This design comes from an exercise in tuning for small area on the open sky130 flow, not from production work.
Where RTL was checked, it was by simulation tests only, not by an equivalence proof against the original.
Power and IR drop assume default switching activity.

// remimo_core
module remimo_core (
    input  wire        clk,
    input  wire        rst,         
    output wire        mem_req,
    output wire        mem_we,
    output wire [15:0] mem_addr,
    output wire [15:0] mem_wdata,
    input  wire        mem_ready,
    input  wire [15:0] mem_rdata,
    output wire        halted,
    output wire [1:0]  cause,       
    output wire [15:0] pc,
    output wire [15:0] r0,
    output wire [15:0] r1,
    output wire [15:0] r2,
    output wire [15:0] r3,
    output wire [3:0]  flags        
);
For scale: roughly 420 cells after synthesis, about 110 flip-flops, about 140 I/O pins, about 5200 µm² of cells after synthesis.
==> flow/config.mk <==
export PLATFORM = sky130hd
export DESIGN_NAME = remimo_core
export DESIGN_NICKNAME = remimo_core
export VERILOG_FILES = /design/flow/design.v
export SDC_FILE = /design/flow/constraint.sdc
export NUM_CORES = 4
export LEC_CHECK = 0
export ABC_AREA = 1
export CAP_MARGIN = 0
export CORE_MARGIN = 2
export CORE_UTILIZATION = 50
export SLEW_MARGIN = 0
==> flow/constraint.sdc <==
create_clock -name core_clock -period 10.0 [get_ports {clk}]
set_input_delay 2.0000 -clock core_clock [delete_from_list [all_inputs] [get_ports {clk}]]
set_output_delay 2.0000 -clock core_clock [all_outputs]
set_load 0.01 [all_outputs]
standard.sh (not shown) runs the stock make flow with config.mk's settings and CLKGATE_MAP_FILE= SYNTH_SCRIPT=/design/flow/synth_recipe.tcl, a recipe that flattens the netlist after the stock synthesis.
==> flow/flow/run.sh <==
#!/bin/bash
# The standard ORFS layout (standard.sh), built with these changes:
#  - synthesis: the standard flow's own synthesis script, but Yosys's abc maps the logic
#    with flow/area.abc (an area-oriented script) and adders are left to abc;
#    the registers, their names and cell types are those of the standard
#    synthesis.
#  - every port is buffered with the smallest buffer cell;
#  - the clock tree uses small buffers and no dummy loads.
# Each tool's output goes to its own log here and under orfs/logs.
set -euo pipefail
W=$PWD
export BUFFER_PORTS_ARGS="-buffer_cell sky130_fd_sc_hd__buf_1"
export CTS_ARGS="-sink_clustering_enable -repair_clock_nets -buf_list sky130_fd_sc_hd__clkbuf_4 -dont_use_dummy_load -sink_clustering_size 20 -sink_clustering_max_diameter 60"
{
  head -n 1 synth_recipe.tcl
  echo "proc abc {args} { set i [lsearch -exact \$args -script]; if {\$i >= 0} { lset args [expr {\$i + 1}] $W/flow/area.abc }; yosys abc {*}\$args }"
  tail -n +2 synth_recipe.tcl
} > flow_synth.tcl
sed "s#SYNTH_SCRIPT=[^ ]*#SYNTH_SCRIPT=$W/flow_synth.tcl ADDER_MAP_FILE=#" standard.sh > flow_standard.sh
bash flow_standard.sh > standard_flow.log 2>&1
==> flow/flow/area.abc <==
strash
&get -n
&deepsyn -T 30
&put
&get -n
&dch -f
&nf -R 1000
&put
Change:
--- a/flow/design.v
+++ b/flow/design.v
@@ -39,20 +39,20 @@
     wire exec  = (state == S_EXEC);
     wire acc   = (state[3:1] == 3'b111);
     wire lst   = state[0];           
     wire p2    = (state == S_P2);
     wire rest  = (state == S_REST);
     wire ls1   = (state[3:1] == 3'b011);
     wire [3:0] op     = t[15:12];
-    wire       is_alu = (op[3:2] == 2'b00);
+    wire       is_alu = ~op[3] & ~op[2];
     wire       is_ls  = ls1;
-    wire       is_sh  = (op == 4'd6);
-    wire       is_mvi = (op == 4'd7);
-    wire       is_b   = (op == 4'd8);
-    wire       is_bc  = (op == 4'd9);
+    wire       is_sh  = op[2] & ~op[0];
+    wire       is_mvi = op[2] & op[0];
+    wire       is_b   = op[3] & ~op[0];
+    wire       is_bc  = op[3] & op[0];
     wire       immf   = (lrd == lrs);
     wire       first  = (cnt == 4'd0);
     wire       lo     = ~cnt[3];           
     wire       end8   = &cnt[2:0];         
     reg [1:0] imm_d;
     always @(*) begin
         case (cnt[1:0])
Result: Count of clock-buffer cells in the layout is unchanged. Setup slack loses 0.15 ns. Final cell count went up slightly. Cell area went up slightly. Power went up by a few percent. Non-clock buffer count does not change.
For the first run of this note, only the layout was checked, not whether the RTL still works.


Another version of the RTL of remimo_core (not shown whole).
For scale: roughly 110 flip-flops, about 140 I/O pins, about 5300 µm² of cells after synthesis.
clock: 10.0 ns
lec_check: 0
abc_area: 1
cap_margin: 0
core_margin: 2
core_utilization: 50
slew_margin: 0
==> flow/flow/run.sh <==
#!/bin/bash
# The standard ORFS layout (standard.sh), built with these changes:
#  - synthesis: the standard flow's own synthesis script (synth_recipe.tcl), except that
#    Yosys's abc maps the logic with each of the area-oriented scripts
#    flow/a*.abc and keeps the smallest result (flow/abc_best.tcl), and
#    adders are left to abc. Registers, their names and cell types are
#    those of the standard synthesis.
#  - every port is buffered with the smallest buffer cell;
#  - the clock tree uses small buffers and no dummy loads.
# The flow's output goes to standard_flow.log here; each ORFS step keeps
# its own log under orfs/logs.
set -euo pipefail
W=$PWD
export BUFFER_PORTS_ARGS="-buffer_cell sky130_fd_sc_hd__buf_1"
export CTS_ARGS="-sink_clustering_enable -repair_clock_nets -buf_list sky130_fd_sc_hd__clkbuf_4 -dont_use_dummy_load -sink_clustering_size 20 -sink_clustering_max_diameter 60"
mkdir -p "$W/abc_best"
{
  head -n 1 synth_recipe.tcl
  echo "set ::abc_best_scripts [list $(ls "$W"/flow/a*.abc | tr '\n' ' ')]"
  echo "set ::abc_best_dir $W/abc_best"
  echo "source $W/flow/abc_best.tcl"
  tail -n +2 synth_recipe.tcl
} > flow_synth.tcl
sed "s#SYNTH_SCRIPT=[^ ]*#SYNTH_SCRIPT=$W/flow_synth.tcl ADDER_MAP_FILE=#" standard.sh > flow_standard.sh
bash flow_standard.sh > standard_flow.log 2>&1
Other scripts of this flow, unchanged in this note and not shown: flow/flow/a1.abc, flow/flow/a2.abc, flow/flow/a3.abc, flow/flow/a4.abc, flow/flow/a5.abc, flow/flow/a6.abc, flow/flow/a7.abc, flow/flow/a8.abc, flow/flow/a9.abc, flow/flow/a91.abc, flow/flow/a92.abc, flow/flow/abc_best.tcl
Edit:
--- a/flow/design.v
+++ b/flow/design.v
@@ -101,31 +101,29 @@
             2'd1: alu_res = rd_o | alu_b;
             default: alu_res = s_sum;
         endcase
     end
     wire alu_fo = ~immf & ir[4];
     wire [2:0] sh_k    = ir[3:1];
     wire       sh_b    = ir[0];
     wire       sh_r    = ir[6];
-    wire       sh_kz   = (sh_k == 3'd0);
     wire [3:0] cnt_inc = cnt + 4'd1;
     wire       r_fill  = ir[5] & c;
     wire [1:0] r_src   = lo ? rs_o : {2{r_fill}};
     wire       r_nxt   = ~lo ? r_fill : end8 ? (ir[5] & rs_o[1]) : rs_n;
     wire [1:0] r_v     = sh_b ? {r_nxt, r_src[1]} : r_src;
-    wire       l_copy  = lo & ~sh_kz & (cnt[2:0] <= ~sh_k);
-    wire [1:0] l_src   = lo ? (sh_kz ? rs_o : 2'b00) : rd_o;
-    wire       l_c     = (sh_kz & first) ? 1'b0 : c;
-    wire [1:0] l_v     = sh_b ? {l_src[0], l_c} : l_src;
+    wire       l_data  = lo & (cnt[2:0] <= ~sh_k);
+    wire       l_c     = ~first & c;
+    wire [1:0] l_v     = ~l_data ? 2'b00 : sh_b ? {rs_o[0], l_c} : rs_o;
     wire [1:0] sh_v    = sh_r ? r_v : l_v;
-    wire [1:0] sh_wb   = (~sh_r & l_copy) ? rs_o : (ir[7] ? ~sh_v : sh_v);
+    wire [1:0] sh_wb   = (~sh_r & ~lo) ? rd_o : (ir[7] ? ~sh_v : sh_v);
     wire       sh_last = sh_r ? (cnt_inc == {1'b1, sh_k})
-                              : (sh_kz ? end8 : (cnt == {1'b1, ~sh_k}));
-    wire       sh_c    = sh_r ? r_src[1] : (~l_copy & l_src[1]);
+                              : (cnt == {(sh_k != 3'd0), ~sh_k});
+    wire       sh_c    = sh_r ? r_src[1] : rs_o[1];
     wire [1:0] mvi_d  = (cnt[2] == ir[8]) ? imm_d : 2'b00;
     wire [1:0] mvi_wb = ir[9] ? ~mvi_d : mvi_d;
     reg tk_base;
     always @(*) begin
         case (ir[11:9])
             3'd0: tk_base = fz;
             3'd1: tk_base = fc;
             3'd2: tk_base = fn;
Result: Area after synthesis fell by 0.96%; routed wire length goes down by 3.7%; setup slack is worse by 0.33 ns; global-route usage came out lower by 0.50 points; total power is lower by 11%; via count shrinks by 2.8%; sequential power is lower by 6.5%; die area came out lower by 0.92%; fmax drops by 5.8%.
No functional check of the RTL was part of the first run of this note.

## separate check: timing with driven ports
The results above use ideal ports. As a check the final layouts listed here were re-extracted and re-timed, cells and wires unchanged. Step 1 (the two cells are an assumption about what drives the block):
set clk [get_ports {clk}]
set_driving_cell -lib_cell sky130_fd_sc_hd__clkbuf_16 $clk
set_driving_cell -lib_cell sky130_fd_sc_hd__buf_2 [delete_from_list [all_inputs] $clk]
Step 2 moves the port delays by t, midway between the first and last clock arrival at a register: inputs arrive t later, outputs are due t later. That takes back most of the time a late clock gives input paths. Three values: ideal ports, drivers, drivers and shift; two values: the first two.
| run | t (ns) | setup slack, ns | worst hold slack (ns) | clock arrival spread, ns | slew at the worst register clock pin (ns) |
|---|---|---|---|---|---|
| the first run of note 1 | 0.536 | 6.114 / 6.114 / 6.114 | 0.442 / 0.442 / 0.442 | 0.037 / 0.037 | 0.10 / 0.10 |
| the second run of note 1 | 0.539 | 5.960 / 5.925 / 6.292 | 0.453 / 0.453 / 0.453 | 0.033 / 0.034 | 0.10 / 0.10 |
| the first run of note 2 | 0.547 | 4.709 / 4.724 / 4.177 | 0.448 / 0.448 / 0.448 | 0.031 / 0.030 | 0.10 / 0.10 |
| the second run of note 2 | 0.555 | 4.382 / 4.396 / 3.841 | 0.423 / 0.423 / 0.423 | 0.033 / 0.034 | 0.11 / 0.11 |
After both steps every run listed still meets setup and hold. The setup slack of the second run of note 2, which loses most, moves by +0.014 ns with the drivers and by -0.541 ns with both steps.
